This design comes from an exercise in tuning for small area, a short achievable clock period and few clock cycles on the open sky130 flow, not from production work.
RTL that was checked went through simulation tests only; none was proved equivalent to the original.
The clock input has no modelled driver; a real chip could not lean on it and would need a root buffer or a full tree.
Power and IR drop assume default switching activity.

== oak ==
// ep_bitacc
module ep_bitacc #(
    parameter ERR_W = 8
) (
    input  wire             clk,
    input  wire             rst,           
    input  wire             cmd_valid,
    output wire             cmd_ready,
    input  wire [39:0]      cmd_word,
    output wire             out_valid,
    output wire [7:0]       out_data,
    input  wire             out_ready,
    input  wire             out_err,
    input  wire [ERR_W-1:0] out_err_code,
    output wire             err_flag,
    output wire [ERR_W-1:0] err_code
);
    reg [31:0]      v;           
    reg [7:0]       pb;          
    reg [2:0]       pc;          
    reg [2:0]       pn;          
    reg [2:0]       f;           
    reg [4:0]       kh;          
    reg             first;       
    reg             busy;        
    reg             chk;         
    reg             stuff;       
    reg [1:0]       z;           
    reg             err_flag_r;
  ...
Size: ~320 cells after synthesis, about 61 flip-flops, roughly 72 I/O pins.
==> module ep_bitacc, before the edit <==
module ep_bitacc #(
    parameter ERR_W = 8
) (
    input  wire             clk,
    input  wire             rst,           
    input  wire             cmd_valid,
    output wire             cmd_ready,
    input  wire [39:0]      cmd_word,
    output wire             out_valid,
    output wire [7:0]       out_data,
    input  wire             out_ready,
    input  wire             out_err,
    input  wire [ERR_W-1:0] out_err_code,
    output wire             err_flag,
    output wire [ERR_W-1:0] err_code
);
    reg [31:0]      v;           
    reg [7:0]       pb;          
    reg [2:0]       pc;          
    reg [2:0]       pn;          
    reg [2:0]       f;           
    reg [4:0]       kh;          
    reg             first;       
    reg             busy;        
    reg             chk;         
    reg             stuff;       
    reg [1:0]       z;           
    reg             err_flag_r;
    wire [1:0]  op    = cmd_word[39:38];
    wire        is_wr = (op == 2'b00);
    wire        is_tr = (op == 2'b10);
    wire [5:0]  w_eff = is_wr ? cmd_word[37:32] : {5'd0, is_tr};
    wire [5:0]  len   = {3'd0, pn} + w_eff;
    wire [5:0]  lm1   = len - 6'd1;
    wire        owes  = is_wr ? (len[5:3] != 3'd0) : (len != 6'd0);
    wire [46:0] vy = {8'd0, v, 7'd0};
    wire [14:0] win = ({15{kh[0]}} & vy[14:0])  | ({15{kh[1]}} & vy[22:8]) |
                      ({15{kh[2]}} & vy[30:16]) | ({15{kh[3]}} & vy[38:24]) |
                      ({15{kh[4]}} & vy[46:32]);
    wire [14:0] wf1 = f[2] ? win[14:4] : win[10:0];
    wire [14:0] wf2 = f[1] ? wf1[10:2] : wf1[8:0];
    wire [7:0]  ext = f[0] ? wf2[8:1]  : wf2[7:0];
    wire [7:0]  tm  = first ? ~(8'hFF >> pc) : 8'h00;
    wire [7:0]  byte_raw = (ext & ~tm) | (pb & tm);
    wire hi_zero = (byte_raw[7:2] == 6'd0);
    wire is_zero = hi_zero & (byte_raw[1:0] == 2'd0);
    wire last    = (pn != 3'd0) ? kh[1] : kh[0];
    wire accept  = !busy && cmd_valid && !err_flag_r;
    wire offer   = busy && !chk;
    wire fail    = offer && out_ready && out_err;
    assign cmd_ready = !busy && !rst;
    assign out_valid = offer && !rst;
    assign out_data  = {byte_raw[7:2], byte_raw[1:0] | {2{stuff}}};
    assign err_flag  = err_flag_r;
    assign err_code  = pb;
    always @(posedge clk) begin
        if (accept) begin
            v     <= {cmd_word[31:1], cmd_word[0] | is_tr};
            pb    <= byte_raw;
            pc    <= pn;
            f     <= lm1[2:0];
            kh    <= 5'd1 << lm1[5:3];
            first <= 1'b1;
        end else if (fail) begin
            pb    <= out_err_code;
        end else if (offer && out_ready && !stuff) begin
            first <= 1'b0;
            kh    <= kh >> 1;
        end
    end
    always @(posedge clk) begin
        if (rst) begin
            busy       <= 1'b0;
            pn         <= 3'd0;
            z          <= 2'd0;
            err_flag_r <= 1'b0;
        end else if (busy) begin
            if (chk) begin
                chk   <= 1'b0;
                stuff <= hi_zero;
            end else if (out_ready) begin
                if (out_err) begin
                    err_flag_r <= 1'b1;
                    busy       <= 1'b0;
                end else if (stuff) begin
                    z     <= 2'd0;
                    stuff <= 1'b0;
                end else begin
                    z     <= {z[0] & is_zero, is_zero};
                    chk   <= z[0] & is_zero;
                    if (last) busy <= 1'b0;
                end
            end
        end else if (accept) begin
            pn    <= is_wr ? len[2:0] : 3'd0;
            busy  <= owes;
            chk   <= z[1];
            stuff <= 1'b0;
        end
    end
endmodule
==> flow/config.mk <==
export PLATFORM = sky130hd
export DESIGN_NAME = ep_bitacc
export DESIGN_NICKNAME = ep_bitacc
export VERILOG_FILES = /design/flow/design.v
export SDC_FILE = /design/flow/constraint.sdc
export NUM_CORES = 4
export LEC_CHECK = 0
export CAP_MARGIN = 20
export CORE_MARGIN = 2
export CORE_UTILIZATION = 40
export SETUP_SLACK_MARGIN = 1.4
export SLEW_MARGIN = 20
==> flow/constraint.sdc <==
create_clock -name core_clock -period 5.5 [get_ports {clk}]
set_input_delay 1.1000 -clock core_clock [delete_from_list [all_inputs] [get_ports {clk}]]
set_output_delay 1.1000 -clock core_clock [all_outputs]
set_load 0.01 [all_outputs]
standard.sh (not shown) runs the stock make flow with config.mk's settings and CLKGATE_MAP_FILE= SYNTH_SCRIPT=/design/flow/synth_recipe.tcl, a recipe that flattens the netlist after the stock synthesis.
==> flow/flow/run.sh <==
#!/bin/bash
# Standard ORFS layout with two changes: plain buf_1 buffers on the ports
# instead of the delay cells buffer_ports picks by default, and a flat clock
# tree (flow/cts_flat.tcl: four clock buffers on the clock port, each
# driving a quadrant of the registers) in place of TritonCTS's H-tree.
set -euo pipefail
export BUFFER_PORTS_ARGS="-buffer_cell sky130_fd_sc_hd__buf_1"
export PRE_CTS_TCL="$PWD/flow/cts_flat.tcl"
bash standard.sh > standard.log 2>&1
Other scripts of this flow, unchanged in this note and not shown: flow/flow/cts_flat.tcl
## Diff of input files: pine against oak
==> flow/design.v <==
module ep_bitacc #(
    parameter ERR_W = 8
) (
    input  wire             clk,
    input  wire             rst,           
    input  wire             cmd_valid,
    output wire             cmd_ready,
    input  wire [39:0]      cmd_word,
    output wire             out_valid,
    output wire [7:0]       out_data,
    input  wire             out_ready,
    input  wire             out_err,
    input  wire [ERR_W-1:0] out_err_code,
    output wire             err_flag,
    output wire [ERR_W-1:0] err_code
);
    reg [31:0]      v;           
    reg [7:0]       pb;          
    reg [2:0]       pc;          
    reg [2:0]       pn;          
    reg [7:0]       fh;          
    reg [4:0]       kh;          
    reg             first;       
    reg             busy;        
    reg [1:0]       z;           
    reg             err_flag_r;
    wire [1:0]  op    = cmd_word[39:38];
    wire        is_wr = (op == 2'b00);
    wire        is_tr = (op == 2'b10);
    wire [5:0]  w_eff = is_wr ? cmd_word[37:32] : {5'd0, is_tr};
    wire [5:0]  len   = {3'd0, pn} + w_eff;
    wire [5:0]  lm1   = len - 6'd1;
    wire        owes  = is_wr ? (len[5:3] != 3'd0) : (len != 6'd0);
    wire [46:0] vy = {8'd0, v, 7'd0};
    wire [14:0] win = ({15{kh[0]}} & vy[14:0])  | ({15{kh[1]}} & vy[22:8]) |
                      ({15{kh[2]}} & vy[30:16]) | ({15{kh[3]}} & vy[38:24]) |
                      ({15{kh[4]}} & vy[46:32]);
    reg  [7:0]  ext;
    integer j;
    always @* begin
        ext = 8'd0;
        for (j = 0; j < 8; j = j + 1)
            ext = ext | ({8{fh[j]}} & win[j +: 8]);
    end
    wire [7:0]  tm  = first ? ~(8'hFF >> pc) : 8'h00;
    wire [7:0]  byte_raw = (ext & ~tm) | (pb & tm);
    wire hi_zero = (byte_raw[7:2] == 6'd0);
    wire stuff   = z[1] & hi_zero;
    wire is_zero = hi_zero & (byte_raw[1:0] == 2'd0);
    wire last    = (pn != 3'd0) ? kh[1] : kh[0];
    wire accept  = !busy && cmd_valid && !err_flag_r;
    wire fail    = busy && out_ready && out_err;
    assign cmd_ready = !busy && !rst;
    assign out_valid = busy && !rst;
    assign out_data  = {byte_raw[7:2], byte_raw[1:0] | {2{stuff}}};
    assign err_flag  = err_flag_r;
    assign err_code  = pb;
    always @(posedge clk) begin
        if (accept) begin
            v     <= {cmd_word[31:1], cmd_word[0] | is_tr};
            pb    <= byte_raw;
            pc    <= pn;
            fh    <= 8'd1 << lm1[2:0];
            kh    <= 5'd1 << lm1[5:3];
            first <= 1'b1;
        end else if (fail) begin
            pb    <= out_err_code;
        end else if (busy && out_ready && !stuff) begin
            first <= 1'b0;
            kh    <= kh >> 1;
        end
    end
    always @(posedge clk) begin
        if (rst) begin
            busy       <= 1'b0;
            pn         <= 3'd0;
            z          <= 2'd0;
            err_flag_r <= 1'b0;
        end else if (busy) begin
            if (out_ready) begin
                if (out_err) begin
                    err_flag_r <= 1'b1;
                    busy       <= 1'b0;
                end else if (stuff) begin
                    z <= 2'd0;
                end else begin
                    z <= {z[0] & is_zero, is_zero};
                    if (last) busy <= 1'b0;
                end
            end
        end else if (accept) begin
            pn   <= is_wr ? len[2:0] : 3'd0;
            busy <= owes;
        end
    end
endmodule
## What came out
- Count of fill cells added during filler insertion, pine vs oak: down by a few percent
- Going from oak to pine, share of cell area taken by flip-flops and latches moved up, post-layout minimum cycle time moved up, met3 wire length moved up, cell count after synthesis moved down.
- Between pine and oak, it is pine whose global-route usage is higher, by 1.6 points.
- Summary — cell leakage power, pine relative to oak: higher, by about 7%.
- Summary: with oak as the reference, combined area of the multi-input logic cells in pine moved up slightly.
- Relative to oak, met1 track demand over resource in global routing has increased by 5.3 points in pine.
- Any difference in die outline height between pine and oak is small enough to ignore.
- Largest voltage drop on the vdd net (oak / pine): 1.3
- In the final design statistics, pine uses more standard cells in total than oak.
- Final core utilization for pine is higher than for oak.
- The run showing the greater sequential group share of total power is oak.
No run of this note included a check of the RTL's function; only the layout flow was run. No run of this note takes its clock network from TritonCTS; it comes from the design's own scripts or RTL.


ep_bitacc, a different RTL version from the one above (not shown whole).
Size: ~290 cells after synthesis, about 56 flip-flops, about 72 I/O pins.
==> module ep_bitacc, before the edit <==
module ep_bitacc #(
    parameter ERR_W = 8
) (
    input  wire             clk,
    input  wire             rst,           
    input  wire             cmd_valid,
    output wire             cmd_ready,
    input  wire [39:0]      cmd_word,
    output wire             out_valid,
    output wire [7:0]       out_data,
    input  wire             out_ready,
    input  wire             out_err,
    input  wire [ERR_W-1:0] out_err_code,
    output wire             err_flag,
    output wire [ERR_W-1:0] err_code
);
    reg [31:0]      v;           
    reg [7:0]       pb;          
    reg [2:0]       pc;          
    reg [2:0]       f;           
    reg             padr;        
    reg [4:0]       kh;          
    reg             busy;        
    reg [1:0]       z;           
    reg             err_flag_r;
    wire [1:0]  op    = cmd_word[39:38];
    wire        is_wr = (op == 2'b00);
    wire        is_tr = (op == 2'b10);
    wire [5:0]  w_eff = is_wr ? cmd_word[37:32] : {5'd0, is_tr};
    wire [2:0]  pn    = padr ? 3'd0 : f + 3'd1;
    wire [5:0]  len   = {3'd0, pn} + w_eff;
    wire [5:0]  lm1   = len - 6'd1;
    wire        owes  = is_wr ? (len[5:3] != 3'd0) : (len != 6'd0);
    wire [46:0] vy = {8'd0, v, 7'd0};
    wire [14:0] win = ({15{kh[0]}} & vy[14:0])  | ({15{kh[1]}} & vy[22:8]) |
                      ({15{kh[2]}} & vy[30:16]) | ({15{kh[3]}} & vy[38:24]) |
                      ({15{kh[4]}} & vy[46:32]);
    wire [14:0] wf1 = f[2] ? win[14:4] : win[10:0];
    wire [14:0] wf2 = f[1] ? wf1[10:2] : wf1[8:0];
    wire [7:0]  ext = f[0] ? wf2[8:1]  : wf2[7:0];
    wire [7:0]  tm  = ~(8'hFF >> pc);
    wire [7:0]  byte_raw = (ext & ~tm) | (pb & tm);
    wire hi_zero = (byte_raw[7:2] == 6'd0);
    wire stuff   = z[1] & hi_zero;
    wire is_zero = hi_zero & (byte_raw[1:0] == 2'd0);
    wire last    = (!padr && f != 3'd7) ? kh[1] : kh[0];
    wire accept  = !busy && cmd_valid && !err_flag_r;
    wire fail    = busy && out_ready && out_err;
    assign cmd_ready = !busy && !rst;
    assign out_valid = busy && !rst;
    assign out_data  = {byte_raw[7:2], byte_raw[1:0] | {2{stuff}}};
    assign err_flag  = err_flag_r;
    assign err_code  = pb;
    always @(posedge clk) begin
        if (accept) begin
            v     <= {cmd_word[31:1], cmd_word[0] | is_tr};
            pb    <= byte_raw;
            pc    <= pn;
            f     <= lm1[2:0];
            kh    <= 5'd1 << lm1[5:3];
        end else if (fail) begin
            pb    <= out_err_code;
        end else if (busy && out_ready && !stuff) begin
            pc    <= 3'd0;
            kh    <= kh >> 1;
        end
    end
    always @(posedge clk) begin
        if (rst) begin
            busy       <= 1'b0;
            padr       <= 1'b1;
            z          <= 2'd0;
            err_flag_r <= 1'b0;
        end else if (busy) begin
            if (out_ready) begin
                if (out_err) begin
                    err_flag_r <= 1'b1;
                    busy       <= 1'b0;
                end else if (stuff) begin
                    z <= 2'd0;
                end else begin
                    z <= {z[0] & is_zero, is_zero};
                    if (last) busy <= 1'b0;
                end
            end
        end else if (accept) begin
            padr <= !is_wr;
            busy <= owes;
        end
    end
endmodule
==> flow/config.mk <==
export PLATFORM = sky130hd
export DESIGN_NAME = ep_bitacc
export DESIGN_NICKNAME = ep_bitacc
export VERILOG_FILES = /design/flow/design.v
export SDC_FILE = /design/flow/constraint.sdc
export NUM_CORES = 4
export LEC_CHECK = 0
export CAP_MARGIN = 20
export CORE_MARGIN = 2
export CORE_UTILIZATION = 40
export SETUP_SLACK_MARGIN = 1.4
export SLEW_MARGIN = 20
==> flow/constraint.sdc <==
create_clock -name core_clock -period 5.5 [get_ports {clk}]
set_input_delay 1.1000 -clock core_clock [delete_from_list [all_inputs] [get_ports {clk}]]
set_output_delay 1.1000 -clock core_clock [all_outputs]
set_load 0.01 [all_outputs]
==> flow/flow/run.sh <==
#!/bin/bash
# Standard ORFS layout, with plain buffers on the ports instead of the
# delay-cell buffers that buffer_ports picks by default, and a flat clock
# tree (one level of clkbuf_16) for this small register count.
set -euo pipefail
export BUFFER_PORTS_ARGS="-buffer_cell sky130_fd_sc_hd__buf_1"
export CTS_ARGS="-sink_clustering_enable -repair_clock_nets -root_buf sky130_fd_sc_hd__clkbuf_16 -buf_list sky130_fd_sc_hd__clkbuf_16 -sink_clustering_size 64 -sink_clustering_max_diameter 1000"
bash standard.sh > standard.log 2>&1
Next try:
--- a/flow/design.v
+++ b/flow/design.v
@@ -17,9 +17,10 @@
     reg [31:0]      v;           
     reg [7:0]       pb;          
     reg [2:0]       pc;          
+    reg [2:0]       pn;          
     reg [2:0]       f;           
-    reg             padr;        
     reg [4:0]       kh;          
+    reg             first;       
     reg             busy;        
     reg [1:0]       z;           
     reg             err_flag_r;
@@ -27,7 +28,6 @@
     wire        is_wr = (op == 2'b00);
     wire        is_tr = (op == 2'b10);
     wire [5:0]  w_eff = is_wr ? cmd_word[37:32] : {5'd0, is_tr};
-    wire [2:0]  pn    = padr ? 3'd0 : f + 3'd1;
     wire [5:0]  len   = {3'd0, pn} + w_eff;
     wire [5:0]  lm1   = len - 6'd1;
     wire        owes  = is_wr ? (len[5:3] != 3'd0) : (len != 6'd0);
@@ -38,12 +38,12 @@
     wire [14:0] wf1 = f[2] ? win[14:4] : win[10:0];
     wire [14:0] wf2 = f[1] ? wf1[10:2] : wf1[8:0];
     wire [7:0]  ext = f[0] ? wf2[8:1]  : wf2[7:0];
-    wire [7:0]  tm  = ~(8'hFF >> pc);
+    wire [7:0]  tm  = first ? ~(8'hFF >> pc) : 8'h00;
     wire [7:0]  byte_raw = (ext & ~tm) | (pb & tm);
     wire hi_zero = (byte_raw[7:2] == 6'd0);
     wire stuff   = z[1] & hi_zero;
     wire is_zero = hi_zero & (byte_raw[1:0] == 2'd0);
-    wire last    = (!padr && f != 3'd7) ? kh[1] : kh[0];
+    wire last    = (pn != 3'd0) ? kh[1] : kh[0];
     wire accept  = !busy && cmd_valid && !err_flag_r;
     wire fail    = busy && out_ready && out_err;
     assign cmd_ready = !busy && !rst;
@@ -58,17 +58,18 @@
             pc    <= pn;
             f     <= lm1[2:0];
             kh    <= 5'd1 << lm1[5:3];
+            first <= 1'b1;
         end else if (fail) begin
             pb    <= out_err_code;
         end else if (busy && out_ready && !stuff) begin
-            pc    <= 3'd0;
+            first <= 1'b0;
             kh    <= kh >> 1;
         end
     end
     always @(posedge clk) begin
         if (rst) begin
             busy       <= 1'b0;
-            padr       <= 1'b1;
+            pn         <= 3'd0;
             z          <= 2'd0;
             err_flag_r <= 1'b0;
         end else if (busy) begin
@@ -84,7 +85,7 @@
                 end
             end
         end else if (accept) begin
-            padr <= !is_wr;
+            pn   <= is_wr ? len[2:0] : 3'd0;
             busy <= owes;
         end
     end
The changed run went through all stages and came out clean.
Core utilization went up by 0.89 points.
Worst setup slack improved by 0.16 ns.
Worst hold slack gains 0.0087 ns.
Clock skew hardly moves.
Global-route usage rises by 0.76 points.
Synthesized cell count rises by 2.4%.
Testbench counts after the change, summed over its fixed seeds: cycles 16,983.
For the first run of this note, only the layout was checked, not whether the RTL still works.

## afterwards: timing with drivers on the ports
Ports are ideal in the flow. The routed layouts listed here were re-timed in OpenROAD. Step 1 sets driving cells, clkbuf_16 on the clock port and buf_2 on the other inputs (assumed; they add their load-dependent delay and slew). Step 2 moves the port delays by t, midway between the first and last clock arrival at a register: inputs arrive t later, outputs are due t later. That takes back most of the time a late clock gives input paths. Slacks: ideal ports / drivers / drivers and shift; pairs: ideal ports / drivers.
run | t, ns | setup WS [ns] | worst setup path after step 2 | worst slew at a driven data input, ns | pins driven straight from the clock port
oak | 0.216 | 1.758 / 1.695 / 1.717 | input to register | 0.04 | 4
pine | 0.214 | 1.583 / 1.519 / 1.580 | input to register | 0.03 | 4
the first run of note 2 | 0.324 | 1.420 / 1.384 / 1.665 | input to register | 0.03 | 1
the second run of note 2 | 0.367 | 1.580 / 1.547 / 1.550 | input to register | 0.04 | 1
After both steps every run listed still meets setup and hold. For oak, which loses most, drivers alone change the setup slack by -0.063 ns; drivers and shift together by -0.041 ns.
